Background: an optimization exercise with open tools, aiming at small area, a short achievable clock period and few clock cycles. Do not read the settings as production practice. Where RTL was checked, it was by simulation tests only, not by an equivalence proof against the original. No activity file was given, so power comes from the tool's default toggle rates.

job 9544:
Design rbsm_matcher, start of the top module:
module rbsm_matcher #(
    parameter PAT_MAX = 8,     
    parameter N_SLOT  = 11     
) (
    input  wire        clk,
    input  wire        rst,           
    input  wire        pl_clr,        
    input  wire        pl_push,       
    input  wire [3:0]  pl_slot,
    input  wire [7:0]  pl_byte,
    input  wire        cmd_wait,
    input  wire        cmd_mok,
    input  wire        cmd_merr,
    input  wire        cmd_clr,
    input  wire [31:0] cmd_timeout,
    input  wire        ms_tick,
    input  wire        rx_valid,
    input  wire [7:0]  rx_byte,
    output wire        rx_ready,
    output wire        busy,
    output reg         done,
    output reg  [2:0]  outcome,
    output wire        urc_valid,
    output reg  [2:0]  urc_index,
    input  wire        urc_done
);
Size in the first run: ~870 flip-flops, about 73 I/O pins, roughly 37000 µm² of cells after synthesis.
make LEC_CHECK=0 CAP_MARGIN=20 CORE_MARGIN=2 CORE_UTILIZATION=30 PLACE_DENSITY=0.45 SETUP_SLACK_MARGIN=4 SLEW_MARGIN=20 finish   # period 8.0 ns
run.sh (not shown) runs the stock make flow with config.mk's settings and CLKGATE_MAP_FILE= SYNTH_SCRIPT=/design/flow/synth_recipe.tcl, a recipe that flattens the netlist after the stock synthesis.
Job 9544 completed; timing, DRC and antenna clean
For job 1269, these inputs were changed with respect to job 9544:
- SETUP_SLACK_MARGIN: 4 -> 5
- PLACE_DENSITY: 0.45 -> 0.65
- CORE_UTILIZATION: 30 -> 55
Results
- Clock network area share for job 1269 is lower than for job 9544.
- Detailed route, job 1269 vs job 9544: via total higher for job 1269
- Per the comparison of job 1269 with job 9544, worst-margin pin slew now smaller, synthesis-to-layout area growth now larger, count of inserted antenna diode cells now smaller, relative slew slack now larger.
- [compare] base=job 9544 new=job 1269: biggest cell delay along the critical path went up 0.41 ns, post-synth design cell area comparable, global-route usage grew by 12 points, per-cell routed wire length up 2.9 µm.
Input changes introduced in job 6394 (baseline for comparison: job 1269):
- PLACE_DENSITY now 0.45, was 0.65
- CORE_UTILIZATION now 30, was 55
==> comparison <==
Job 6394: PASS, flow complete, no timing, DRC or antenna violations. Looking at power drawn by the clock network, job 6394 sits 11% above job 1269. Min wire length of the first global-routing pass across job 6394 and job 1269: job 1269. Job 6394 ends up with lower clock buffer instance count of the final layout than job 1269 does. Total wire length after detailed routing (job 6394 vs. job 1269) increases by more than 10%. Relative to job 1269, part of the power in the clock network has increased by 2.4 points in job 6394. Job 6394 ended with less minimum clock period after layout than job 1269.
Edits applied to the flow inputs when going from job 6394 to job 5127:
- CORE_UTILIZATION: 30 -> 55
- PLACE_DENSITY: 0.45 -> 0.65
- ABC_AREA: unset -> 1
Job 5127 ran to completion and came out clean on the timing, DRC and antenna checks. No stage failed in job 6394, and the final checks on the layout all came back clean. Side by side, final critical delay including setup and external delays turned out lower in job 5127 than in job 6394. Job 6394 -> job 5127: synthesized net count increased by more than half. From job 6394 to job 5127 the numbers moved as follows: clock power lower, number of clock buffers in the layout lower, areal power density over the cells lower. [job 5127] data-path buffer share of cell area in the final layout fell 1.9 points relative to job 6394. Relative to job 6394, portion of the layout cell area used by clock cells has decreased by 0.32 points in job 5127.
No run of this note included a check of the RTL's function; only the layout flow was run.

* * *

Setup of run 1:
Another version of the RTL of rbsm_matcher (not shown whole).
Size: about 2,700 cells after synthesis, roughly 900 flip-flops, ~73 I/O pins.
clock: 8.0 ns
lec_check: 0
cap_margin: 0
core_margin: 2
core_utilization: 45
cts_cluster_diameter: 80
cts_cluster_size: 26
place_density: 0.6
setup_slack_margin: 5
slew_margin: 0
standard.sh (not shown) runs the stock make flow with config.mk's settings and CLKGATE_MAP_FILE= SYNTH_SCRIPT=/design/flow/synth_recipe.tcl, a recipe that flattens the netlist after the stock synthesis.
==> flow/flow/run.sh <==
#!/bin/bash
set -euo pipefail
bash standard.sh SETUP_SLACK_MARGIN=5.5 finish > standard_flow.log 2>&1
Testbench counts of run 1, summed over its fixed seeds: cycles 21,841.
Edits applied to the flow inputs when going from run 1 to run 2:
==> flow/flow/run.sh <==
#!/bin/bash
set -euo pipefail
bash standard.sh SETUP_SLACK_MARGIN=5.8 finish > standard_flow.log 2>&1
[summary]
Run 2 against run 1: power -0.49%, count of nets after finishing +60, net switching power grew by 0.60%, count of plain and timing-repair buffers saw an increase, detailed placement HPWL rose 290 µm.
Diff run 2 and run 1: wire length lower in run 1
On upper clock frequency limit, run 1 loses to run 2.
Sequential share of power up 0.3 points in run 2 wrt run 1
Global-route usage in run 2 is 0.63 points higher than in run 1
Relative to run 2, the following input files were edited for run 3:
Settings: PLACE_DENSITY now 0.62, was 0.6; CORE_UTILIZATION now 50, was 45; CTS_CLUSTER_SIZE now 24, was 26.
==> flow/flow/run.sh <==
#!/bin/bash
set -euo pipefail
bash standard.sh SETUP_SLACK_MARGIN=5.3 finish > standard_flow.log 2>&1
--- outcome ---
Reported for run 3 and run 2, boundary pin count turned out identical to the last digit. Run 3 ends up with lower number of setup buffers added after CTS than run 2 does. Delta (run 3 minus run 2): post-place instance area decreased by 320 µm² relative to the old numbers, core utilization went up 2.8 points, count of plain and timing-repair buffers in the layout fell about 32%, power roughly the same, clock slew at the register clock pins of the worst setup and hold paths saw little to no change. The area of the die number comes out higher for run 2 vs run 3. Comparing run 3 and run 2, the higher starting density of the core is on run 3.
--- input diff run 3..run 4 ---
Settings: a change of CORE_UTILIZATION from 50 to 45; a change of CTS_CLUSTER_SIZE from 24 to 26; a change of PLACE_DENSITY from 0.62 to 0.6.
## What came out
Routed wire length came out lower on run 4 than on run 3. Worst-case setup margin in the final layout, run 3 and run 4: larger value in run 4. Compared with run 3, final cell count in run 4 increased by a few percent. Going from run 3 to run 4, mux share of post-synthesis cell area has remained practically unchanged, post-layout minimum cycle time fell by 0.015 ns. Clock skew essentially unchanged between run 3 and run 4. Run 4 can be clocked faster than run 3. Run 4 vs. run 3: clock-buffer cell count moved down, share of power burned in combinational logic fell 0.2 points, remaining max-slew budget at the tightest pin shrank by 6.2 points, number of buffers added by the clock tree synthesis step fell about 4%.
The inputs of run 5 differ from those of run 4 as listed below.
Settings: swapping 45 for 50 in CORE_UTILIZATION; swapping 26 for 24 in CTS_CLUSTER_SIZE; swapping 0.6 for 0.62 in PLACE_DENSITY.
==> flow/run.sh (new file) <==
#!/bin/bash
# synth_recipe.tcl (not shown) runs the flow's synth.tcl, then flattens the netlist and writes it again
# the make line also repeats each setting of config.mk as NAME=value (left out here)
make -C /OpenROAD-flow-scripts/flow DESIGN_CONFIG=/design/flow/config.mk WORK_HOME=/design/flow/orfs CLKGATE_MAP_FILE= SYNTH_SCRIPT=/design/flow/synth_recipe.tcl finish
removed: flow/flow/run.sh
removed: flow/standard.sh
--- outcome ---
Run 5: synthesis-to-layout area growth is 3.4 points lower than what run 4 reported. Run 5 ended up with primary input to flop as its path type of the worst setup path; run 4 ended up with flop to output pin. [compare] base=run 4 new=run 5: setup slack of the critical path after layout lost 0.21 ns, total power lost about 1.2%, post-route cell area lost 3.0%, mean number of vias per cell picked up an extra 2.8%. Run 5 reached the end of the flow, and the finished layout is clean on the timing, DRC and antenna checks. From run 4 to run 5 the numbers moved as follows: number of buffers added for setup after CTS decreased by 33 relative to the old numbers; clock tree buffer count of the final layout increased by 4 relative to the old numbers; pre-CTS worst setup slack decreased by 0.22 ns relative to the old numbers; maximum clock frequency decreased by 25 MHz relative to the old numbers.
#### Input delta (run 6 over run 5)
Settings: a change of CORE_UTILIZATION from 50 to 45; a change of PLACE_DENSITY from 0.62 to 0.6; a change of CTS_CLUSTER_SIZE from 24 to 26.
==> comparison <==
Summary of the comparison: number of cells traversed by the worst register-to-register path is higher in run 6, relative to run 5.
Number of gates resized after CTS is lower on run 5
Run 6 vs run 5, total instance count after detailed placement went up by about 3.2%.

* * *

Another version of the RTL of rbsm_matcher (not shown whole).
Size: about 880 flip-flops, roughly 73 I/O pins, about 39,000 um2 of cells after synthesis.
export LEC_CHECK = 0
export CAP_MARGIN = 20
export CORE_MARGIN = 2
export CORE_UTILIZATION = 40
export CTS_CLUSTER_DIAMETER = 100
export CTS_CLUSTER_SIZE = 24
export PLACE_DENSITY = 0.55
export SETUP_SLACK_MARGIN = 5
export SLEW_MARGIN = 20
create_clock -name core_clock -period 8.0 [get_ports {clk}]
==> flow/flow/run.sh <==
#!/bin/bash
set -euo pipefail
bash standard.sh SETUP_SLACK_MARGIN=5.4 finish > standard_flow.log 2>&1
The first run ran to the end with no violations.
Testbench counts at the start, summed over its fixed seeds: cycles 21,841.
==> next run, changes <==
==> flow/run.sh (new file) <==
#!/bin/bash
# synth_recipe.tcl (not shown) runs the flow's synth.tcl, then flattens the netlist and writes it again
# the make line also repeats each setting of config.mk as NAME=value (left out here)
make -C /OpenROAD-flow-scripts/flow DESIGN_CONFIG=/design/flow/config.mk WORK_HOME=/design/flow/orfs CLKGATE_MAP_FILE= SYNTH_SCRIPT=/design/flow/synth_recipe.tcl finish
- CORE_UTILIZATION: 40 -> 30
- CTS_CLUSTER_DIAMETER: 100 -> not set
- CTS_CLUSTER_SIZE: 24 -> not set
- PLACE_DENSITY: 0.55 -> 0.45
removed: flow/flow/run.sh
removed: flow/standard.sh
Result: Critical path depth shrinks by 5. Register-to-register slack loses 0.08 ns. Sequential share of layout area decreases by 1.3 points. Routed wire length grows by 11%. Sequential cell count is unchanged. Core utilization shrinks by 11 points. Cell area grows by 2.3%. Via count rose by 0.39%. Clock-buffer cell count went up by 50. Synthesized area stays the same.
==> next run, changes <==
==> flow/flow/run.sh (new file) <==
#!/bin/bash
set -euo pipefail
bash standard.sh SETUP_SLACK_MARGIN=5.4 RECOVER_POWER=100 finish > standard_flow.log 2>&1
==> flow/standard.sh (new file) <==
#!/bin/bash
# synth_recipe.tcl (not shown) runs the flow's synth.tcl, then flattens the netlist and writes it again
# the make line also repeats each setting of config.mk as NAME=value (left out here)
make -C /OpenROAD-flow-scripts/flow DESIGN_CONFIG=/design/flow/config.mk WORK_HOME=/design/flow/orfs CLKGATE_MAP_FILE= SYNTH_SCRIPT=/design/flow/synth_recipe.tcl "${@:-finish}"
- CORE_UTILIZATION: 30 -> 40
- CTS_CLUSTER_DIAMETER: not set -> 100
- CTS_CLUSTER_SIZE: not set -> 24
- PLACE_DENSITY: 0.45 -> 0.55
removed: flow/run.sh
Outcome: The changed run produced a layout that fails on max-capacitance violations, max-slew violations; die area falls by about 25%; cell count falls by about 10%; design area falls by 4.9%.
==> next run, changes <==
==> flow/run.sh (new file) <==
#!/bin/bash
# synth_recipe.tcl (not shown) runs the flow's synth.tcl, then flattens the netlist and writes it again
# the make line also repeats each setting of config.mk as NAME=value (left out here)
make -C /OpenROAD-flow-scripts/flow DESIGN_CONFIG=/design/flow/config.mk WORK_HOME=/design/flow/orfs CLKGATE_MAP_FILE= SYNTH_SCRIPT=/design/flow/synth_recipe.tcl finish
removed: flow/flow/run.sh
removed: flow/standard.sh
Result: This time the run finished clean. Clock power stays flat. Final cell count fell by 2.2%. Clock-buffer cell count stays the same. Design area goes down by 1.1%. Wire length falls by 3.4%. First-iteration DRC count increases by 5.4%. Maximum frequency goes up by 61%. Clock skew hardly moves. Synthesized cell count does not change. Flip-flop and latch count stays the same.

* * *

rbsm_matcher, a different RTL version from the one above (not shown whole).
Size in the first run: about 2800 cells after synthesis, roughly 890 flip-flops.
==> flow/config.mk <==
export PLATFORM = sky130hd
export DESIGN_NAME = rbsm_matcher
export DESIGN_NICKNAME = rbsm_matcher
export VERILOG_FILES = /design/flow/design.v
export SDC_FILE = /design/flow/constraint.sdc
export NUM_CORES = 4
export LEC_CHECK = 0
export CAP_MARGIN = 0
export CORE_MARGIN = 2
export CORE_UTILIZATION = 60
export CTS_CLUSTER_DIAMETER = 70
export CTS_CLUSTER_SIZE = 24
export PLACE_DENSITY = 0.7
export SETUP_SLACK_MARGIN = 5
export SLEW_MARGIN = 0
==> flow/constraint.sdc <==
create_clock -name core_clock -period 8.0 [get_ports {clk}]
set_input_delay 1.6000 -clock core_clock [delete_from_list [all_inputs] [get_ports {clk}]]
set_output_delay 1.6000 -clock core_clock [all_outputs]
set_load 0.01 [all_outputs]
run.sh (not shown) runs the stock make flow with config.mk's settings and CLKGATE_MAP_FILE= SYNTH_SCRIPT=/design/flow/synth_recipe.tcl, a recipe that flattens the netlist after the stock synthesis.
Stock flow here: none of the scripts above is used.
The baseline finished clean.
Testbench counts at the start, summed over its fixed seeds: cycles 21,841.
==> next run, changes <==
- CORE_UTILIZATION: 60 -> 40
- CTS_CLUSTER_DIAMETER: 70 -> 100
- PLACE_DENSITY: 0.7 -> 0.55
- clock skew stays flat
- worst hold slack stays flat
- register-to-register slack got worse by 0.06 ns
- synthesized area stays the same
- total power shrinks by a few percent
- wire length grows by a little under a tenth
==> next run, changes <==
- CORE_UTILIZATION: 40 -> 50
- CTS_CLUSTER_DIAMETER: 100 -> 80
- PLACE_DENSITY: 0.55 -> 0.62
Routed wire length falls by 2.8%; power increases by 0.99%; combinational power went down by 7.4%; synthesized cell count does not change.
==> next run, changes <==
- ABC_AREA: not set -> 1
Result: Worst setup slack is better by 0.049 ns. Power climbs by about 4.4%. Worst hold slack is worse by 0.022 ns. Combinational power climbs by 11%. Register-to-register slack is worse by 0.06 ns.

* * *

red:
The RTL this note starts from:
==> flow/design.v <==
module rbsm_matcher #(
    parameter PAT_MAX = 8,     
    parameter N_SLOT  = 11     
) (
    input  wire        clk,
    input  wire        rst,           
    input  wire        pl_clr,        
    input  wire        pl_push,       
    input  wire [3:0]  pl_slot,
    input  wire [7:0]  pl_byte,
    input  wire        cmd_wait,
    input  wire        cmd_mok,
    input  wire        cmd_merr,
    input  wire        cmd_clr,
    input  wire [31:0] cmd_timeout,
    input  wire        ms_tick,
    input  wire        rx_valid,
    input  wire [7:0]  rx_byte,
    output wire        rx_ready,
    output wire        busy,
    output reg         done,
    output reg  [2:0]  outcome,
    output wire        urc_valid,
    output reg  [2:0]  urc_index,
    input  wire        urc_done
);
    localparam LW = $clog2(PAT_MAX + 1);
    localparam HN = PAT_MAX - 1;           
    localparam [2:0] O_OK      = 3'd1,
                     O_ERROR   = 3'd2,
                     O_TIMEOUT = 3'd3,
                     O_MATCH1  = 3'd4;
    reg        busy_r, scan_r, urc_r, rep_r;
    reg [2:0]  rcnt;
    reg        mok, merr;
    reg [31:0] remain;
    reg        dirty;                      
    reg [2:0]  urc_hold;
    assign busy      = busy_r;
    assign rx_ready  = scan_r;
    assign urc_valid = urc_r;
    wire take   = rx_valid && scan_r;
    wire accept = !busy_r && cmd_wait;
    reg [8*PAT_MAX-1:0] pat [0:N_SLOT-1];
    reg [LW-1:0]        len [0:N_SLOT-1];
    reg       ld_clr, ld_push;
    reg [3:0] ld_slot;
    reg [7:0] ld_byte;
    always @(posedge clk) begin
        ld_clr  <= pl_clr && !rst;
        ld_push <= pl_push && !pl_clr && !rst;
        ld_slot <= pl_slot;
        ld_byte <= pl_byte;
    end
    reg [N_SLOT-1:0] len_is1;
    integer s;
    always @(*) begin
        for (s = 0; s < N_SLOT; s = s + 1)
            len_is1[s] = ((ld_clr || ld_push) && ld_slot == s) ? (ld_push && len[s] == 0)
                                                               : (len[s] == 1);
    end
    always @(posedge clk) begin
        for (s = 0; s < N_SLOT; s = s + 1) begin
            if (rst || (ld_clr && ld_slot == s))
                len[s] <= {LW{1'b0}};
            else if (ld_push && ld_slot == s && len[s] != PAT_MAX)
                len[s] <= len[s] + 1'b1;
            if (ld_push && ld_slot == s && len[s] != PAT_MAX)
                pat[s] <= {pat[s][8*PAT_MAX-9:0], ld_byte};
        end
    end
    reg [8*HN-1:0] hist;
    reg [HN-1:0]   hval;
    wire [7:0] nbyte = rep_r ? hist[8*HN-1 -: 8] : rx_byte;
    wire clr_hist = (accept && cmd_clr) || (urc_r && urc_done);
    wire clr_pre  = clr_hist || (accept && dirty && !hval[0]);
    wire replay   = accept && !cmd_clr && dirty && hval[0];
    wire rep_end  = rep_r && rcnt == HN - 1;
    reg [N_SLOT-1:0] pre_a, pre_r, pre_a_n, pre_r_n;
    wire [N_SLOT-1:0] pre = pre_a & pre_r;
    reg              ok_k;
    integer i, k;
    always @(*) begin
        for (i = 0; i < N_SLOT; i = i + 1) begin
            pre_a_n[i] = (len[i] == 1) || (nbyte == pat[i][15:8]);
            ok_k = (len[i] != 0);
            for (k = 2; k < PAT_MAX; k = k + 1)
                if (k < len[i] && !(hval[k-2] && hist[8*(k-2) +: 8] == pat[i][8*k +: 8]))
                    ok_k = 1'b0;
            pre_r_n[i] = ok_k;
        end
    end
    reg pre_ok, pre_err;
    wire pre_ok_n  = (nbyte == 8'h0D) && hval[1] && (hist[15:0] == {"O", "K"});
    wire pre_err_n = (nbyte == 8'h0D) && hval[4] &&
                     (hist[39:0] == {"E", "R", "R", "O", "R"});
    always @(posedge clk) begin
        if (take || rep_r) begin
            pre_a   <= pre_a_n;
            pre_r   <= pre_r_n;
            pre_ok  <= pre_ok_n;
            pre_err <= pre_err_n;
        end else if (clr_pre) begin
            pre_a   <= {N_SLOT{1'b1}};
            pre_r   <= len_is1;
            pre_ok  <= 1'b0;
            pre_err <= 1'b0;
        end
    end
    always @(posedge clk) begin
        if (rst || clr_hist)
            hval <= {HN{1'b0}};
        else if (rep_r)
            hval <= {hval[HN-2:0], hval[HN-1]};
        else if (take)
            hval <= {hval[HN-2:0], 1'b1};
    end
    always @(posedge clk) begin
        if (take || rep_r)
            hist <= {hist[8*HN-9:0], nbyte};
        if (replay)
            rcnt <= 3'd0;
        else if (rep_r)
            rcnt <= rcnt + 1'b1;
    end
    always @(posedge clk) begin
        if (rst || pl_clr || pl_push)
            dirty <= 1'b1;
        else if (clr_pre || rep_end)
            dirty <= 1'b0;
    end
    reg [N_SLOT-1:0] hit;
    integer j;
    always @(*) begin
        for (j = 0; j < N_SLOT; j = j + 1)
            hit[j] = pre[j] && (rx_byte == pat[j][7:0]);
    end
    wire lf     = (rx_byte == 8'h0A);
    wire hit_ok = mok && pre_ok && lf;
    wire hit_er = merr && pre_err && lf;
    wire       urc_any = |hit[7:0];
    wire       out_any = |hit[10:8] || hit_ok || hit_er;
    reg  [2:0] arb_idx, arb_outcome;
    integer u;
    always @(*) begin
        arb_idx = 3'd0;
        for (u = 7; u >= 0; u = u - 1)
            if (hit[u]) arb_idx = u[2:0];
        if (hit[8])       arb_outcome = O_MATCH1;
        else if (hit[9])  arb_outcome = O_MATCH1 + 3'd1;
        else if (hit[10]) arb_outcome = O_MATCH1 + 3'd2;
        else if (hit_ok)  arb_outcome = O_OK;
        else              arb_outcome = O_ERROR;
    end
    wire remain_zero = (remain == 32'd0);
    wire [7:0]  gz;                        
    wire [7:0]  gz_below;                  
    wire [31:0] z_below;                   
    genvar g, b;
    generate
        for (g = 0; g < 8; g = g + 1) begin : grp
            assign gz[g] = ~|remain[4*g +: 4];
            if (g == 0) begin : g0
                assign gz_below[g] = 1'b1;
            end else begin : gn
                assign gz_below[g] = &gz[g-1:0];
            end
            for (b = 0; b < 4; b = b + 1) begin : bit_
                if (b == 0) begin : b0
                    assign z_below[4*g+b] = gz_below[g];
                end else begin : bn
                    assign z_below[4*g+b] = gz_below[g] & ~|remain[4*g +: b];
                end
            end
        end
    endgenerate
    wire [31:0] remain_dec = remain ^ z_below;
    wire finish = scan_r && (rx_valid ? (out_any && !urc_any) : remain_zero);
    always @(posedge clk) begin
        if (rst) begin
            busy_r <= 1'b0;
            scan_r <= 1'b0;
            urc_r  <= 1'b0;
            rep_r  <= 1'b0;
            done   <= 1'b0;
        end else begin
            done  <= finish;
            if (!busy_r) begin
                busy_r <= cmd_wait;
                scan_r <= cmd_wait && !replay;
                rep_r  <= replay;
            end else if (rep_r) begin
                scan_r <= rep_end;
                rep_r  <= !rep_end;
            end else if (urc_r) begin
                if (urc_done) begin
                    urc_r  <= 1'b0;
                    scan_r <= 1'b1;
                end
            end else begin
                if (take && urc_any) begin
                    scan_r <= 1'b0;
                    urc_r  <= 1'b1;
                end
                if (finish) begin
                    scan_r <= 1'b0;
                    busy_r <= 1'b0;
                end
            end
        end
    end
    always @(posedge clk) begin
        if (accept) begin
            mok    <= cmd_mok;
            merr   <= cmd_merr;
            remain <= cmd_timeout;
        end else if (busy_r && ms_tick && !remain_zero) begin
            remain <= remain_dec;
        end
        outcome <= rx_valid ? arb_outcome : O_TIMEOUT;
        if (take)
            urc_hold <= arb_idx;
        urc_index <= scan_r ? arb_idx : urc_hold;
    end
endmodule
==> flow/config.mk <==
export PLATFORM = sky130hd
export DESIGN_NAME = rbsm_matcher
export DESIGN_NICKNAME = rbsm_matcher
export VERILOG_FILES = /design/flow/design.v
export SDC_FILE = /design/flow/constraint.sdc
export NUM_CORES = 4
export LEC_CHECK = 0
export CAP_MARGIN = 0
export CORE_MARGIN = 2
export CORE_UTILIZATION = 40
export CTS_CLUSTER_DIAMETER = 80
export CTS_CLUSTER_SIZE = 26
export PLACE_DENSITY = 0.55
export SETUP_SLACK_MARGIN = 5
export SLEW_MARGIN = 0
==> flow/constraint.sdc <==
create_clock -name core_clock -period 8.0 [get_ports {clk}]
set_input_delay 1.6000 -clock core_clock [delete_from_list [all_inputs] [get_ports {clk}]]
set_output_delay 1.6000 -clock core_clock [all_outputs]
set_load 0.01 [all_outputs]
standard.sh (not shown) runs the stock make flow with config.mk's settings and CLKGATE_MAP_FILE= SYNTH_SCRIPT=/design/flow/synth_recipe.tcl, a recipe that flattens the netlist after the stock synthesis.
==> flow/flow/run.sh <==
#!/bin/bash
set -euo pipefail
bash standard.sh SETUP_SLACK_MARGIN=5.3 finish > standard_flow.log 2>&1
red: full flow OK, the timing, DRC and antenna checks passed
Here is what was changed in the inputs of blue compared with red.
diff --git a/flow/config.mk b/flow/config.mk
--- a/flow/config.mk
+++ b/flow/config.mk
@@ -8,8 +8,8 @@
 export CAP_MARGIN = 0
 export CORE_MARGIN = 2
-export CORE_UTILIZATION = 40
+export CORE_UTILIZATION = 45
 export CTS_CLUSTER_DIAMETER = 80
-export CTS_CLUSTER_SIZE = 26
-export PLACE_DENSITY = 0.55
+export CTS_CLUSTER_SIZE = 24
+export PLACE_DENSITY = 0.6
 export SETUP_SLACK_MARGIN = 5
 export SLEW_MARGIN = 0
==> comparison <==
Relative to red, area of combinational cells with multiple inputs has decreased by 0.73% in blue.
red vs blue, slowest cell on the critical path: sky130_fd_sc_hd__or4b_4 vs sky130_fd_sc_hd__nor3_1
A end point of the critical path of done is what red shows, while dirty belongs to blue.
Summary of blue over red: design area shrank by 1.2%, count of placed standard cells in the final layout, fillers left out went down about 4%, signal arrival time at the worst endpoint up 0.04 ns.
Measured against red, the overall die width of blue comes out at 0.944 times the reference value.
Critical path startpoint: rst -> blue, rx_byte[6] -> red
No run of this note included a check of the RTL's function; only the layout flow was run.

[re-timing with driven ports]
Ports are ideal in the flow. The routed layouts listed here were re-timed in OpenROAD. Step 1 sets driving cells, clkbuf_16 on the clock port and buf_2 on the other inputs (assumed; they add their load-dependent delay and slew). Step 2 times the ports against the registers' clock, not the clock port: input delays grow and output delays shrink by t, the midpoint of the rising clock arrivals with the driver on. a / b / c = no drivers / after step 1 / after step 2; a / b = the first two.
run	t (ns)	setup WS [ns]	worst slew at a driven data input, ns	pins driven straight from the clock port
job 9544	0.701	4.134 / 4.164 / 3.463	0.06	1
job 1269	0.688	4.801 / 4.801 / 4.192	0.05	1
job 6394	0.731	4.861 / 4.861 / 4.190	0.05	1
job 5127	0.711	5.023 / 4.956 / 4.417	0.07	1
run 1	0.688	5.187 / 5.118 / 4.698	0.06	1
run 2	0.667	5.214 / 5.152 / 4.669	0.06	1
run 3	0.690	5.188 / 5.120 / 4.591	0.04	1
run 4	0.684	5.203 / 5.134 / 4.662	0.05	1
run 5	0.677	4.991 / 5.008 / 4.353	0.06	1
run 6	0.672	5.047 / 4.993 / 4.399	0.05	1
the first run of note 3	0.684	4.942 / 4.977 / 4.293	0.08	1
the second run of note 3	0.724	5.005 / 4.963 / 4.307	0.13	1
the third run of note 3	0.684	3.085 / 3.133 / 2.448	0.08	1
the fourth run of note 3	0.675	4.953 / 4.973 / 4.326	0.11	1
the first run of note 4	0.693	4.988 / 5.003 / 4.331	0.04	1
the second run of note 4	0.678	4.984 / 4.984 / 4.386	0.06	1
the third run of note 4	0.691	4.993 / 5.010 / 4.348	0.07	1
the fourth run of note 4	0.694	5.043 / 4.995 / 4.405	0.06	1
red	0.704	5.206 / 5.195 / 4.524	0.08	1
blue	0.689	5.090 / 5.135 / 4.447	0.06	1
For the second run of note 3, which loses most, drivers alone change the setup slack by -0.042 ns; drivers and shift together by -0.698 ns.
